Source: an optimization exercise on an open RTL-to-GDS flow (aim: small area, a short achievable clock period and few clock cycles per item). Production flows keep margins and buffers that such runs may drop.
The RTL was checked by simulation tests, not by an equivalence proof against the original design.
Power is estimated from default activity; no workload was simulated.

// filtcore
module filtcore (
    input  wire        clk,
    input  wire        rst,
    input  wire        cmd_valid,
    output wire        cmd_ready,
    input  wire [31:0] cmd_word,
    output wire        rsp_valid,
    input  wire        rsp_ready,
    output wire [31:0] rsp_word,
    output wire [1:0]  err_sticky
);
    reg [15:0] al_l, al_h;       
    reg        cfg_l, cfg_h;
    reg [15:0] last_l, last_h;
    reg [5:0]  al_n;
    reg [3:0]  ash_n;
    reg        cfg_n;
    reg [9:0]  ls_n;             
    reg [1:0]  err_q;
    reg        va;               
    reg [1:0]  ua, oa;
    reg        ia;
    reg [15:0] xa;               
    reg [2:0]  sia;              
    reg        k_hi, k_mid, k_lo;    
    reg        ve;               
    reg        e_l, e_h, e_n;    
    reg        e_cin;            
    reg        e_fin;            
    reg        e_step;           
    reg        e_clr;            
    reg [1:0]  est;              
    reg [22:0] ep;               
    reg [6:0]  eb;               
    reg [15:0] ex;               
    reg        rv;               
    reg [1:0]  rs;
    reg [15:0] rr;               
    wire en = !rv || rsp_ready;
    wire [1:0]  cu = cmd_word[19:18];
    wire [1:0]  co = cmd_word[17:16];
    wire [15:0] cd = cmd_word[15:0];
    wire cill = (cmd_word[31:20] != 12'd0) || (cu == 2'd3) ||
                (co == 2'd3 && cd != 16'd0);
    wire p_go;
    wire a_rel;
    reg rdy_x, rdy_y;
    assign cmd_ready = !rst && (rdy_x || (rdy_y && rsp_ready));
    wire accept = cmd_valid && cmd_ready;
    always @(posedge clk) begin
        if (rst)
            va <= 1'b0;
        else if (accept)
            va <= 1'b1;
        else if (a_rel)
            va <= 1'b0;
    end
    wire        cw;
    wire [15:0] new_al;
    wire        fw      = cw && ua == {1'b0, cu[0]};
    wire        big_new = new_al[15:7] != 9'd0;
  ...
Size: ~190 flip-flops, roughly 72 I/O pins.
export LEC_CHECK = 0
export ABC_AREA = 1
export CAP_MARGIN = 20
export CORE_MARGIN = 2
export CORE_UTILIZATION = 70
export PLACE_DENSITY = 0.8
export SLEW_MARGIN = 20
create_clock -name core_clock -period 14.0 [get_ports {clk}]
standard.sh (not shown) runs the stock make flow with config.mk's settings and CLKGATE_MAP_FILE= SYNTH_SCRIPT=/design/flow/synth_recipe.tcl, a recipe that flattens the netlist after the stock synthesis.
==> flow/flow/run.sh <==
#!/bin/bash
set -euo pipefail
bash standard.sh SYNTH_ARGS=-noabc SETUP_SLACK_MARGIN=7.6 finish > standard.log 2>&1
Testbench counts at the start, summed over its fixed seeds: cycles 16,024, items 16,000.
Edit:
==> flow/flow/run.sh (replaced) <==
#!/bin/bash
set -euo pipefail
bash standard.sh SYNTH_ARGS=-noabc 'BUFFER_PORTS_ARGS=-buffer_cell sky130_fd_sc_hd__buf_1' \
    SETUP_SLACK_MARGIN=7.6 finish > standard.log 2>&1
CORE_UTILIZATION = 60   (was 70)
CTS_BUF_LIST = sky130_fd_sc_hd__clkbuf_8   (was default)
PLACE_DENSITY = 0.7   (was 0.8)
Effect: Core utilization shrinks by 13 points; worst setup slack gains 0.21 ns; final cell count grows by 1.7%; via count shrinks by 6.7%; die area grows by 16%; sequential power hardly moves; clock skew grows by 0.0077 ns.
Edit:
==> flow/flow/run.sh (replaced) <==
#!/bin/bash
set -euo pipefail
bash standard.sh SYNTH_ARGS=-noabc SETUP_SLACK_MARGIN=7.9 finish > standard.log 2>&1
CTS_BUF_LIST = default   (was sky130_fd_sc_hd__clkbuf_8)
Non-clock buffer count came out higher by 51.
Power came out higher by 12%.
Sequential power barely changes.
Count of clock-buffer cells in the layout stays the same.
Global-route usage came out lower by 1.2 points.
Edit:
==> flow/flow/run.sh (replaced) <==
#!/bin/bash
set -euo pipefail
bash standard.sh SETUP_SLACK_MARGIN=7.6 finish > standard.log 2>&1
After rerunning:
- setup slack gets worse by 0.18 ns
- power is lower by 2.3%
- count of clock-buffer cells in the layout stays the same
- design area came out lower by 1.0%
- via count went up by 0.71%
- combinational power fell by about 3%
- area after synthesis rose by 1.5%
- register-to-register slack is worse by 0.18 ns
- routed wire length came out higher by 2.3%
- sequential share of layout area goes up by 0.22 points
- synthesized cell count rises by 4.8%


filtcore, a different RTL version from the one above (not shown whole).
Size: roughly 2900 cells after synthesis, about 72 I/O pins, about 22000 sq um of cells after synthesis.
Settings: LEC_CHECK=0, ABC_AREA=1, CAP_MARGIN=20, CORE_MARGIN=2, CORE_UTILIZATION=60, PLACE_DENSITY=0.7, SLEW_MARGIN=20, TNS_END_PERCENT=5; clock period 14.0 ns.
==> flow/flow/run.sh <==
#!/bin/bash
set -euo pipefail
bash standard.sh SETUP_SLACK_MARGIN=7.6 finish > standard.log 2>&1
Testbench counts at the start, summed over its fixed seeds: cycles 16,024, items 16,000.
==> next run, changes <==
==> flow/flow/run.sh (replaced) <==
#!/bin/bash
set -euo pipefail
bash standard.sh SETUP_SLACK_MARGIN=7 finish > standard.log 2>&1
Settings changed: TNS_END_PERCENT 5 to default.
Outcome: Maximum frequency shrinks by 7.3%. Worst setup slack got worse by 0.50 ns. Clock power is about the same. Die area is unchanged. Via count shrinks by 2.0%. Routed wire length shrinks by 2.3%. Count of clock-buffer cells in the layout is unchanged. Hold slack is about the same.


filtcore, a different RTL version from the one above (not shown whole).
Size: about 2500 cells after synthesis, ~190 flip-flops.
clock: 14.0 ns
lec_check: 0
abc_area: 1
cap_margin: 20
core_margin: 2
core_utilization: 60
place_density: 0.7
slew_margin: 20
==> flow/flow/run.sh <==
#!/bin/bash
set -euo pipefail
bash standard.sh SYNTH_ARGS=-noabc SETUP_SLACK_MARGIN=7.9 finish > standard.log 2>&1
Testbench counts at the start, summed over its fixed seeds: cycles 16,024, items 16,000.
Edit:
==> flow/flow/run.sh (replaced) <==
#!/bin/bash
set -euo pipefail
bash standard.sh SYNTH_ARGS=-noabc SETUP_SLACK_MARGIN=7.6 finish > standard.log 2>&1
Sequential share of layout area increases by 0.55 points.
Cell area is lower by a few percent.
Combinational power is lower by a few percent.
Synthesized cell count does not change.
Final cell count fell slightly.

==> re-timing with driven ports <==
The results above use ideal ports. As a check the final layouts listed here were re-extracted and re-timed, cells and wires unchanged.
Step 1, drivers: a clkbuf_16 drives clk and a buf_2 each remaining input, both assumed.
Step 2 times the ports against the registers' clock, not the clock port: input delays grow and output delays shrink by t, the midpoint of the rising clock arrivals with the driver on.
Slacks: ideal ports / drivers / drivers and shift; pairs: ideal ports / drivers.
| run | shift t [ns] | setup slack, ns | hold WS [ns] | worst setup path after step 2 | pins driven straight from the clock port |
|---|---|---|---|---|---|
| the first run of note 1 | 0.516 | 7.578 / 7.578 / 7.456 | 0.425 / 0.425 / 0.425 | input to register | 1 |
| the second run of note 1 | 0.555 | 7.787 / 7.783 / 7.715 | 0.432 / 0.432 / 0.432 | input to register | 1 |
| the third run of note 1 | 0.512 | 7.874 / 7.874 / 7.682 | 0.424 / 0.424 / 0.424 | input to register | 1 |
| the fourth run of note 1 | 0.496 | 7.694 / 7.694 / 7.465 | 0.433 / 0.433 / 0.433 | input to register | 1 |
| the first run of note 2 | 0.504 | 7.637 / 7.637 / 7.637 | 0.431 / 0.431 / 0.431 | register to register | 1 |
| the second run of note 2 | 0.505 | 7.133 / 7.111 / 7.111 | 0.431 / 0.431 / 0.431 | input to output | 1 |
| the first run of note 3 | 0.488 | 7.355 / 7.355 / 7.355 | 0.426 / 0.426 / 0.426 | register to register | 1 |
| the second run of note 3 | 0.498 | 7.480 / 7.480 / 7.480 | 0.427 / 0.427 / 0.427 | register to register | 1 |
After both steps every run listed still meets setup and hold. For the fourth run of note 1, which loses most, drivers alone change the setup slack by 0.000 ns; drivers and shift together by -0.229 ns.
